From an optimization exercise on the open Yosys and OpenROAD flow, aimed at small area, a short achievable clock period and few clock cycles; shortcuts taken in it are not production practice. Power is estimated from default activity; no workload was simulated.

## c2mux_dp
module c2mux_dp (
    input  wire        clk,
    input  wire        rst,           
    input  wire        enc_start,     
    input  wire [63:0] enc_id,        
    input  wire [3:0]  enc_idlen,
    input  wire [7:0]  enc_subid,     
    input  wire        enc_mcast,
    output wire        enc_busy,
    output wire        enc_done,
    output wire [47:0] addr,          
    output wire        addr_valid,
    output wire [2:0]  cfgerr,
    input  wire        smp_valid,
    input  wire [15:0] smp_data,      
    input  wire [31:0] thr,           
    output wire        est_done,
    output wire [39:0] sumsq,
    output wire        est_data       
);
Size in the first run: about 230 flip-flops, ~230 I/O pins, roughly 16000 sq um of cells after synthesis.
Settings: LEC_CHECK=0, CAP_MARGIN=20, CORE_MARGIN=2, CORE_UTILIZATION=60, CTS_BUF_LIST=sky130_fd_sc_hd__clkbuf_4 sky130_fd_sc_hd__clkbuf_8, SLEW_MARGIN=20; clock period 10.0 ns.
standard.sh (not shown) runs the stock make flow with config.mk's settings and CLKGATE_MAP_FILE= SYNTH_SCRIPT=/design/flow/synth_recipe.tcl, a recipe that flattens the netlist after the stock synthesis.
==> flow/flow/run.sh <==
#!/bin/bash
# Layout flow: the standard ORFS flow (standard.sh), with two changes to
# how the layout is made:
#  - ports are buffered with sky130_fd_sc_hd__buf_2 instead of the default
#    delay cell chosen by buffer_ports (still one buffer on every port);
#  - timing repair aims for more setup slack than the 10 ns clock needs.
# The clock period, SDC, synthesis, floorplan, power grid and tap cells are
# the standard flow's own. Each tool's output goes to the ORFS logs under orfs/logs and
# to flow.log here.
set -uo pipefail
bash standard.sh \
  BUFFER_PORTS_ARGS="-buffer_cell sky130_fd_sc_hd__buf_2" \
  SETUP_SLACK_MARGIN=6.5 \
  finish > flow.log 2>&1
st=$?
mkdir -p logs
cp -r orfs/logs/. logs/ 2>/dev/null || true
exit $st
Rerun with:
Settings changed: CORE_UTILIZATION 60 to 40, CTS_BUF_LIST sky130_fd_sc_hd__clkbuf_4 sky130_fd_sc_hd__clkbuf_8 to default.
=> Fmax came out lower by 0.85%; final area increases by about 2.3%; total power came out higher by about 6%; global-route usage is lower by 8.1 points; sequential share of layout area shrinks by 0.55 points; worst setup slack gets worse by 0.035 ns; area after synthesis stays the same.
No run of this note included a check of the RTL's function; only the layout flow was run.

* * *

## v6
c2mux_dp, a different RTL version from the one above (not shown whole).
Size: roughly 270 flip-flops, ~230 I/O pins, ~16000 um^2 of cells after synthesis.
clock: 10.0 ns
lec_check: 0
cap_margin: 20
core_margin: 2
core_utilization: 60
cts_buf_list: sky130_fd_sc_hd__clkbuf_16
cts_cluster_diameter: 100
cts_cluster_size: 25
slew_margin: 20
==> flow/flow/run.sh <==
#!/bin/bash
# Layout flow: the standard ORFS flow (standard.sh), with two changes to
# how the layout is made:
#  - ports are buffered with sky130_fd_sc_hd__buf_1 instead of the default
#    delay cell chosen by buffer_ports (still one buffer on every port);
#  - timing repair aims for more setup slack than the 10 ns clock needs.
# The clock period, SDC, synthesis, floorplan, power grid and tap cells are
# the standard flow's own. Each tool's output goes to the ORFS logs under orfs/logs and
# to flow.log here.
set -uo pipefail
bash standard.sh \
  BUFFER_PORTS_ARGS="-buffer_cell sky130_fd_sc_hd__buf_1" \
  SETUP_SLACK_MARGIN=6.5 \
  finish > flow.log 2>&1
st=$?
mkdir -p logs
cp -r orfs/logs/. logs/ 2>/dev/null || true
exit $st
v6: all stages complete, timing, DRC and antenna checks passed
Relative to v6, the following input files were edited for v7:
diff --git a/flow/flow/run.sh b/flow/flow/run.sh
--- a/flow/flow/run.sh
+++ b/flow/flow/run.sh
@@ -12,3 +12,3 @@
   BUFFER_PORTS_ARGS="-buffer_cell sky130_fd_sc_hd__buf_1" \
-  SETUP_SLACK_MARGIN=6.5 \
+  SETUP_SLACK_MARGIN=6.8 \
   finish > flow.log 2>&1
Findings:
v7 finished every step from synthesis to the final layout, and the layout passed the timing, DRC and antenna checks.
Pin slew with the least headroom to its limit, v6 and v7: lower on v7
Between v7 and v6, it is v7 whose ratio of final minimum period to clock period is lower, by 0.89 points.
Wire length of v7 exceeds that of v6 by a few percent.
Proportion of cell area occupied by multi-input gates: lower on v7
Changes observed in v7 relative to v6: power of the combinational group went up by 7.1%, total met2 wirelength after detailed routing went up by 430 um, shortest period the worst path allows went down by 0.089 ns, number of nets in the layout went up by 16.
Going from v6 to v7, synthesis-to-finish area growth moved up, sequential share of layout area went down by 0.80 points.
No functional check of the RTL was part of any run of this note.

* * *

c2mux_dp, a different RTL version from the one above (not shown whole).
Size: ~1700 cells after synthesis, roughly 270 flip-flops, ~16000 um^2 of cells after synthesis.
Settings: LEC_CHECK=0, CAP_MARGIN=20, CORE_MARGIN=2, CORE_UTILIZATION=60, CTS_BUF_LIST=sky130_fd_sc_hd__clkbuf_16, CTS_CLUSTER_DIAMETER=100, CTS_CLUSTER_SIZE=25, SLEW_MARGIN=20; clock period 10.0 ns.
==> flow/flow/run.sh <==
#!/bin/bash
# Layout flow: the standard ORFS flow (standard.sh), with two changes to
# how the layout is made:
#  - ports are buffered with sky130_fd_sc_hd__buf_1 instead of the default
#    delay cell chosen by buffer_ports (still one buffer on every port);
#  - timing repair aims for more setup slack than the 10 ns clock needs.
# The clock period, SDC, synthesis, floorplan, power grid and tap cells are
# the standard flow's own. Each tool's output goes to the ORFS logs under orfs/logs and
# to flow.log here.
set -uo pipefail
bash standard.sh \
  BUFFER_PORTS_ARGS="-buffer_cell sky130_fd_sc_hd__buf_1" \
  SETUP_SLACK_MARGIN=7.2 \
  finish > flow.log 2>&1
st=$?
mkdir -p logs
cp -r orfs/logs/. logs/ 2>/dev/null || true
exit $st
The starting point completed without violations.
Next try:
--- a/flow/flow/run.sh
+++ b/flow/flow/run.sh
@@ -11,5 +11,5 @@
 bash standard.sh \
   BUFFER_PORTS_ARGS="-buffer_cell sky130_fd_sc_hd__buf_1" \
-  SETUP_SLACK_MARGIN=7.2 \
+  SETUP_SLACK_MARGIN=6.8 \
   finish > flow.log 2>&1
 st=$?
The new run completed without violations; cell area goes down by 12%; area after synthesis is unchanged; wire length goes down by 14%; global-route usage goes down by 2.7 points; first-iteration DRC count goes down by 8.5%; setup slack is worse by 0.13 ns; via count goes down by 7.3%; synthesized cell count stays the same.
No functional check of the RTL was part of any run of this note.

[what the ideal ports hide]
In the flow no input, the clock included, has a driving cell. The finished layouts below were timed again as built, in two steps.
Step 1 assumes that a clkbuf_16 drives the clock port and a buf_2 every other input.
Step 2, shift: input delay + t, output delay - t, t = (earliest + latest rising clock arrival at the registers) / 2. This alone moves slack from input paths to output paths.
Three values: no drivers, after step 1, after step 2; two values: the first two.
| run | t (ns) | slack for setup (ns) | worst setup path at the end | clock arrival spread, ns | cell pins on the clock port's net |
|---|---|---|---|---|---|
| the first run of note 1 | 0.594 | 5.907 / 5.907 / 5.907 | register to register | 0.019 / 0.020 | 1 |
| the second run of note 1 | 0.620 | 5.872 / 5.872 / 5.872 | register to register | 0.018 / 0.018 | 1 |
| v6 | 0.535 | 6.477 / 6.470 / 5.935 | input to register | 0.036 / 0.036 | 1 |
| v7 | 0.536 | 6.566 / 6.576 / 6.040 | input to register | 0.023 / 0.022 | 1 |
| the first run of note 3 | 0.549 | 6.887 / 6.831 / 6.405 | input to register | 0.033 / 0.034 | 1 |
| the second run of note 3 | 0.532 | 6.755 / 6.755 / 6.312 | input to register | 0.023 / 0.023 | 1 |
After both steps every run listed still meets setup and hold. For v6, which loses most, drivers alone change the setup slack by -0.007 ns; drivers and shift together by -0.542 ns.
